From an optimization exercise on the open Yosys and OpenROAD flow, aimed at small area, a short achievable clock period and few clock cycles; shortcuts taken in it are not production practice.
In this exercise RTL edits were held to simulation tests only and were not proved equivalent to the original.
No driver is modelled on the clock port, so clocking that relies on it looks cheaper here than on a real chip.
Power is estimated from default activity; no workload was simulated.

==> flow/design.v (excerpt) <==
module blabel2_enc (
    input  wire        clk,
    input  wire        rst,
    input  wire        reg_wr,
    input  wire [7:0]  reg_addr,
    input  wire [31:0] reg_wdata,
    output wire [31:0] reg_rdata,
    output wire        busy,
    output wire        done,
    output wire        error,
    output wire        pix_req,
    output wire [15:0] pix_x,
    output wire [15:0] pix_y,
    input  wire        pix_ack,
    input  wire [7:0]  pix_r,
    input  wire [7:0]  pix_g,
    input  wire [7:0]  pix_b,
    output wire        out_valid,
    output reg  [7:0]  out_data,
    output wire        out_last,
    input  wire        out_ready
);
Size: ~690 cells after synthesis, roughly 110 flip-flops, roughly 150 I/O pins.
Settings: LEC_CHECK=0, CAP_MARGIN=20, CORE_MARGIN=2, CORE_UTILIZATION=40, CTS_BUF_LIST=sky130_fd_sc_hd__clkbuf_8, CTS_CLUSTER_SIZE=20, SETUP_SLACK_MARGIN=4.5, SLEW_MARGIN=20; clock period 10.0 ns.
standard.sh (not shown) runs the stock make flow with config.mk's settings and CLKGATE_MAP_FILE= SYNTH_SCRIPT=/design/flow/synth_recipe.tcl, a recipe that flattens the netlist after the stock synthesis.
==> flow/flow/run.sh <==
#!/bin/bash
# Own layout flow: the standard ORFS flow (standard.sh) with
#  - synthesis through flow/synth.tcl (per-module ABC scripts, hierarchy kept
#    through ABC and flattened after, as synth_recipe.tcl does),
#  - port buffers of a given cell (BUFFER_PORTS_ARGS) instead of the default.
# The make output goes to flow_make.log; ORFS keeps each step's log under orfs/logs.
set -euo pipefail
here=$(pwd)
export OWN_ABC_SCRIPT=$here/flow/abc_area.script
bash standard.sh SYNTH_SCRIPT=$here/flow/synth.tcl SYNTH_HIERARCHICAL=1 \
  "BUFFER_PORTS_ARGS=-buffer_cell sky130_fd_sc_hd__buf_2" finish > $here/flow_make.log 2>&1
==> flow/flow/abc_area.script <==
strash
ifraig
scorr
dc2
strash
dch -f
amap
topo
==> flow/flow/synth.tcl <==
# The standard flow's synthesis (synth_recipe.tcl) with one change: ABC maps the top
# module with the area-oriented script beside this file, and the register
# read port (module blabel2_rd, logic only) with ORFS's own speed script.
# Registers are mapped before ABC runs, so they are the same as the standard flow's.
proc synth {args} { yosys synth -nofsm -noshare {*}$args }
proc abc {args} {
  set i [lsearch -exact $args -script]
  set area [lreplace $args [expr {$i+1}] [expr {$i+1}] $::env(OWN_ABC_SCRIPT)]
  yosys abc {*}$area blabel2_enc
  yosys abc {*}$args blabel2_rd
}
source $::env(SCRIPTS_DIR)/synth.tcl
# left out here: clear keep_hierarchy, flatten, clean up, hide names made inside functions, write 1_2_yosys.v
The first run passed the timing, DRC and antenna checks.
Testbench counts at the start, summed over its fixed seeds: cycles 240,949.
Next try:
==> flow/flow/run.sh (replaced) <==
#!/bin/bash
# Own layout flow: the standard ORFS flow (standard.sh) with
#  - synthesis through flow/synth.tcl (per-module ABC scripts, hierarchy kept
#    through ABC and flattened after, as synth_recipe.tcl does),
#  - port buffers of a given cell (BUFFER_PORTS_ARGS) instead of the default,
#  - clock tree options (CTS_ARGS) in place of ORFS's.
# The make output goes to flow_make.log; ORFS keeps each step's log under orfs/logs.
set -euo pipefail
here=$(pwd)
export OWN_ABC_SCRIPT=$here/flow/abc_area.script
bash standard.sh SYNTH_SCRIPT=$here/flow/synth.tcl SYNTH_HIERARCHICAL=1 \
  "BUFFER_PORTS_ARGS=-buffer_cell sky130_fd_sc_hd__buf_2" \
  "CTS_ARGS=-sink_clustering_enable -repair_clock_nets -buf_list sky130_fd_sc_hd__clkbuf_4 -dont_use_dummy_load"  \
  finish > $here/flow_make.log 2>&1
--- a/flow/config.mk
+++ b/flow/config.mk
@@ -9,6 +9,4 @@
 export CORE_MARGIN = 2
 export CORE_UTILIZATION = 40
-export CTS_BUF_LIST = sky130_fd_sc_hd__clkbuf_8
-export CTS_CLUSTER_SIZE = 20
-export SETUP_SLACK_MARGIN = 4.5
+export SETUP_SLACK_MARGIN = 5.0
 export SLEW_MARGIN = 20
What happened: Die area does not change; utilization went up by 1.2 points; area after synthesis stays the same; wire length went up by 5.8%; non-clock buffer count went up by 14; cell count went up by 0.40%.
Next try:
==> flow/flow/run.sh (replaced) <==
#!/bin/bash
# Own layout flow: the standard ORFS flow (standard.sh) with
#  - synthesis through flow/synth.tcl (per-module ABC scripts, hierarchy kept
#    through ABC and flattened after, as synth_recipe.tcl does),
#  - port buffers of a given cell (BUFFER_PORTS_ARGS) instead of the default,
#  - clock tree options (CTS_ARGS) in place of ORFS's, and a post-CTS step
#    (flow/post_cts.tcl, if present) that upsizes clock buffers with slow edges.
# The make output goes to flow_make.log; ORFS keeps each step's log under orfs/logs.
set -euo pipefail
here=$(pwd)
export OWN_ABC_SCRIPT=$here/flow/abc_area.script
export OWN_ABC_RD=$here/flow/abc_rd.script
export OWN_CLK_SLEW_LIMIT_PS=90
bash standard.sh SYNTH_SCRIPT=$here/flow/synth.tcl SYNTH_HIERARCHICAL=1 \
  "BUFFER_PORTS_ARGS=-buffer_cell sky130_fd_sc_hd__buf_1" \
  "CTS_ARGS=-sink_clustering_enable -repair_clock_nets -buf_list sky130_fd_sc_hd__clkbuf_4 -dont_use_dummy_load"  "POST_CTS_TCL=$here/flow/post_cts.tcl" \
  finish > $here/flow_make.log 2>&1
==> flow/flow/abc_rd.script (new file) <==
strash
dch -f
map -B 0.9
topo
buffer -c
upsize -c
dnsize -c
==> flow/flow/post_cts.tcl (new file) <==
# After CTS: upsize any clock buffer whose output slew (placement parasitics)
# exceeds a limit, so every flip-flop clock pin keeps a fast edge, then
# legalize the placement again.
estimate_parasitics -placement
set limit [expr {$::env(OWN_CLK_SLEW_LIMIT_PS) * 1e-3}]
set resized 0
foreach inst [get_cells -filter "ref_name == sky130_fd_sc_hd__clkbuf_4"] {
  set out [get_pins -of_objects $inst -filter "direction == output"]
  if {[get_property $out slew_max] > $limit} {
    replace_cell $inst [get_lib_cells sky130_fd_sc_hd__clkbuf_8]
    incr resized
  }
}
puts "own post-CTS hook: upsized $resized clock buffers"
if {$resized > 0} {
  detailed_placement
  estimate_parasitics -placement
}
==> flow/flow/synth.tcl (replaced) <==
# The standard flow's synthesis (synth_recipe.tcl) with one change: ABC maps the top
# module with an area-oriented script (OWN_ABC_SCRIPT) and the register read
# port, module blabel2_rd (logic only), with OWN_ABC_RD if set, else with
# ORFS's own speed script. Registers are mapped before ABC runs, so they
# are the same as the standard flow's.
proc synth {args} { yosys synth -nofsm -noshare {*}$args }
proc abc {args} {
  set i [lsearch -exact $args -script]
  set area [lreplace $args [expr {$i+1}] [expr {$i+1}] $::env(OWN_ABC_SCRIPT)]
  yosys abc {*}$area blabel2_enc
  if {[info exists ::env(OWN_ABC_RD)]} {
    set args [lreplace $args [expr {$i+1}] [expr {$i+1}] $::env(OWN_ABC_RD)]
  }
  yosys abc {*}$args blabel2_rd
}
source $::env(SCRIPTS_DIR)/synth.tcl
# left out here: clear keep_hierarchy, flatten, clean up, hide names made inside functions, write 1_2_yosys.v
--- a/flow/config.mk
+++ b/flow/config.mk
@@ -9,4 +9,4 @@
 export CORE_MARGIN = 2
 export CORE_UTILIZATION = 40
-export SETUP_SLACK_MARGIN = 5.0
+export SETUP_SLACK_MARGIN = 4.5
 export SLEW_MARGIN = 20
=> Synthesized cell count goes up by 12%. Maximum frequency goes down by 3.1%. Flip-flop and latch count is unchanged. Global-route usage goes down by 1.2 points. Register-to-register slack got worse by 0.16 ns. Non-clock buffer count goes down by 12. Clock-buffer cell count is unchanged. Worst setup slack got worse by 0.17 ns. Worst hold slack improved by 0.0037 ns. Core utilization goes down by 4.2 points.
Next try:
==> flow/flow/run.sh (replaced) <==
#!/bin/bash
# Own layout flow: the standard ORFS flow (standard.sh) with
#  - synthesis through flow/synth.tcl (per-module ABC scripts, hierarchy kept
#    through ABC and flattened after, as synth_recipe.tcl does),
#  - port buffers of a given cell (BUFFER_PORTS_ARGS) instead of the default,
#  - clock tree options (CTS_ARGS) in place of ORFS's.
# The make output goes to flow_make.log; ORFS keeps each step's log under orfs/logs.
set -euo pipefail
here=$(pwd)
export OWN_ABC_SCRIPT=$here/flow/abc_area.script
bash standard.sh SYNTH_SCRIPT=$here/flow/synth.tcl SYNTH_HIERARCHICAL=1 \
  "BUFFER_PORTS_ARGS=-buffer_cell sky130_fd_sc_hd__buf_2" \
  "CTS_ARGS=-sink_clustering_enable -repair_clock_nets -buf_list sky130_fd_sc_hd__clkbuf_4 -dont_use_dummy_load -sink_clustering_size 24 -sink_clustering_max_diameter 80" \
  finish > $here/flow_make.log 2>&1
==> flow/flow/synth.tcl (replaced) <==
# The standard flow's synthesis (synth_recipe.tcl) with one change: ABC maps the top
# module with the area-oriented script beside this file, and the register
# read port (module blabel2_rd, logic only) with ORFS's own speed script.
# Registers are mapped before ABC runs, so they are the same as the standard flow's.
proc synth {args} { yosys synth -nofsm -noshare {*}$args }
proc abc {args} {
  set i [lsearch -exact $args -script]
  set area [lreplace $args [expr {$i+1}] [expr {$i+1}] $::env(OWN_ABC_SCRIPT)]
  yosys abc {*}$area blabel2_enc
  yosys abc {*}$args blabel2_rd
}
source $::env(SCRIPTS_DIR)/synth.tcl
# left out here: clear keep_hierarchy, flatten, clean up, hide names made inside functions, write 1_2_yosys.v
removed: flow/flow/abc_rd.script
removed: flow/flow/post_cts.tcl
Outcome:
- setup slack gets worse by 0.0031 ns
- wire length is lower by 2.2%
- sequential cell count is unchanged

========
blabel2_enc, a different RTL version from the one above (not shown whole).
For scale: roughly 730 cells after synthesis, about 150 I/O pins, about 5900 um^2 of cells after synthesis.
clock: 10.0 ns
lec_check: 0
cap_margin: 20
core_margin: 2
core_utilization: 40
setup_slack_margin: 5.0
slew_margin: 20
==> flow/flow/run.sh <==
#!/bin/bash
# Own layout flow: the standard ORFS flow (standard.sh) with
#  - synthesis through flow/synth.tcl (per-module ABC scripts, hierarchy kept
#    through ABC and flattened after, as synth_recipe.tcl does),
#  - port buffers of a given cell (BUFFER_PORTS_ARGS) instead of the default,
#  - clock tree options (CTS_ARGS) in place of ORFS's, and a post-CTS step
#    (flow/post_cts.tcl, if present) that upsizes clock buffers with slow edges.
# The make output goes to flow_make.log; ORFS keeps each step's log under orfs/logs.
set -euo pipefail
here=$(pwd)
export OWN_ABC_SCRIPT=$here/flow/abc_area.script

export OWN_CLK_SLEW_LIMIT_PS=90
bash standard.sh SYNTH_SCRIPT=$here/flow/synth.tcl SYNTH_HIERARCHICAL=1 \
  "BUFFER_PORTS_ARGS=-buffer_cell sky130_fd_sc_hd__buf_1" \
  "CTS_ARGS=-sink_clustering_enable -repair_clock_nets -buf_list sky130_fd_sc_hd__clkbuf_4 -dont_use_dummy_load"  "POST_CTS_TCL=$here/flow/post_cts.tcl" \
  finish > $here/flow_make.log 2>&1
==> flow/flow/post_cts.tcl <==
# After CTS: upsize any clock buffer whose output slew (placement parasitics)
# exceeds a limit, so every flip-flop clock pin keeps a fast edge, then
# legalize the placement again.
estimate_parasitics -placement
set limit [expr {$::env(OWN_CLK_SLEW_LIMIT_PS) * 1e-3}]
set resized 0
foreach inst [get_cells -filter "ref_name == sky130_fd_sc_hd__clkbuf_4"] {
  set out [get_pins -of_objects $inst -filter "direction == output"]
  if {[get_property $out slew_max] > $limit} {
    replace_cell $inst [get_lib_cells sky130_fd_sc_hd__clkbuf_8]
    incr resized
  }
}
puts "own post-CTS hook: upsized $resized clock buffers"
if {$resized > 0} {
  detailed_placement
  estimate_parasitics -placement
}
==> flow/flow/synth.tcl <==
# The standard flow's synthesis (synth_recipe.tcl) with one change: ABC maps every module
# with the area-oriented script OWN_ABC_SCRIPT instead of ORFS's speed script
# (the register read port is written as one-gate modules, each mapped on its
# own). Registers are mapped before ABC runs, so they are the same as the standard flow's.
proc synth {args} { yosys synth -nofsm -noshare {*}$args }
proc abc {args} {
  set i [lsearch -exact $args -script]
  set args [lreplace $args [expr {$i+1}] [expr {$i+1}] $::env(OWN_ABC_SCRIPT)]
  yosys abc {*}$args
}
source $::env(SCRIPTS_DIR)/synth.tcl
# left out here: clear keep_hierarchy, flatten, clean up, hide names made inside functions, write 1_2_yosys.v
Scripts as last shown in full above: flow/flow/abc_area.script
The starting point completed with no timing, DRC or antenna violations.
Testbench counts at the start, summed over its fixed seeds: cycles 240,949.
Rerun with:
--- a/flow/flow/run.sh
+++ b/flow/flow/run.sh
@@ -15,3 +15,3 @@
   "BUFFER_PORTS_ARGS=-buffer_cell sky130_fd_sc_hd__buf_1" \
-  "CTS_ARGS=-sink_clustering_enable -repair_clock_nets -buf_list sky130_fd_sc_hd__clkbuf_4 -dont_use_dummy_load"  "POST_CTS_TCL=$here/flow/post_cts.tcl" \
+  "CTS_ARGS=-sink_clustering_enable -repair_clock_nets -buf_list sky130_fd_sc_hd__clkbuf_4 -dont_use_dummy_load"  "SETUP_SLACK_MARGIN=5.3" "POST_CTS_TCL=$here/flow/post_cts.tcl" \
   finish > $here/flow_make.log 2>&1
Settings changed: SETUP_SLACK_MARGIN 5.0 to unset.
After rerunning: Design area climbs by about 5%. Cell count hardly moves. Via count rose by 0.75%. Global-route usage rises by 0.94 points. Die area is unchanged. Sequential share of layout area drops by 1.8 points.
Rerun with:
--- a/flow/flow/run.sh
+++ b/flow/flow/run.sh
@@ -15,3 +15,3 @@
   "BUFFER_PORTS_ARGS=-buffer_cell sky130_fd_sc_hd__buf_1" \
-  "CTS_ARGS=-sink_clustering_enable -repair_clock_nets -buf_list sky130_fd_sc_hd__clkbuf_4 -dont_use_dummy_load"  "SETUP_SLACK_MARGIN=5.3" "POST_CTS_TCL=$here/flow/post_cts.tcl" \
+  "CTS_ARGS=-sink_clustering_enable -repair_clock_nets -buf_list sky130_fd_sc_hd__clkbuf_4 -dont_use_dummy_load"  "POST_CTS_TCL=$here/flow/post_cts.tcl" \
   finish > $here/flow_make.log 2>&1
Settings changed: SETUP_SLACK_MARGIN set to 4.7.
Result: The changed run finished with timing, DRC and antenna clean. Die area is unchanged. Combinational power falls by 20%. First-iteration DRC count falls by 28%. Via count falls by 3.3%. Routed wire length falls by 5.7%. Setup slack got worse by 260 ps. Utilization falls by 4.4 points. Sequential share of layout area rises by 3.2 points.
Rerun with:
Settings changed: CORE_UTILIZATION 40 to 55, PLACE_DENSITY set to 0.7, SETUP_SLACK_MARGIN 4.7 to 4.9.
Effect:
- core utilization went up by 19 points
- total power is about the same
- die area goes down by a quarter to a third
- final cell count drops by a few percent
- maximum frequency rises by a few percent
- clock skew is about the same
- routed wire length went up slightly
- register-to-register slack gains 310 ps
- clock-buffer cell count stays the same
- hold slack improves by 16 ps
- final area climbs slightly
Rerun with:
Settings changed: CORE_UTILIZATION 55 to 40, PLACE_DENSITY 0.7 to unset.
After rerunning: The changed run produced a clean layout. Final cell count goes up by a few percent. Worst setup slack improved by 24 ps. Hold slack loses 13 ps. Non-clock buffer count increases by 3. Design area increases slightly. Fmax goes up slightly. First-iteration DRC count fell by about a fifth. Die area rose by well over a third.

re-timing with driven ports:
The flow's constraints put no driver on any port. The routed layouts listed below were extracted and timed again, unchanged, in two steps.
Step 1 sets driving cells, clkbuf_16 on the clock port and buf_2 on the other inputs (assumed; they add their load-dependent delay and slew).
Step 2 also shifts input and output timing later by t, the mid clock arrival at the registers, as if the neighbouring blocks saw the same clock.
a / b / c = ideal / step 1 / step 2; a / b = the first two.
run	t, ns	setup slack, ns	latest minus earliest clock arrival (ns)	worst register clock-pin slew, ns
the first run of note 1	0.474	4.632 / 4.613 / 4.520	0.013 / 0.013	0.08 / 0.08
the second run of note 1	0.538	4.798 / 4.759 / 4.759	0.037 / 0.037	0.11 / 0.11
the third run of note 1	0.452	4.633 / 4.613 / 4.613	0.025 / 0.026	0.09 / 0.09
the fourth run of note 1	0.552	4.630 / 4.611 / 4.521	0.047 / 0.047	0.12 / 0.12
the first run of note 2	0.442	5.023 / 4.915 / 4.915	0.028 / 0.029	0.09 / 0.09
the second run of note 2	0.453	5.035 / 4.946 / 4.946	0.030 / 0.029	0.09 / 0.09
the third run of note 2	0.437	4.774 / 4.754 / 4.672	0.028 / 0.028	0.08 / 0.08
the fourth run of note 2	0.452	4.924 / 4.851 / 4.708	0.027 / 0.027	0.09 / 0.09
the fifth run of note 2	0.440	4.948 / 4.853 / 4.794	0.028 / 0.028	0.09 / 0.09
After both steps every run listed still meets setup and hold. The setup slack of the fourth run of note 2, which loses most, moves by -0.073 ns with the drivers and by -0.216 ns with both steps.
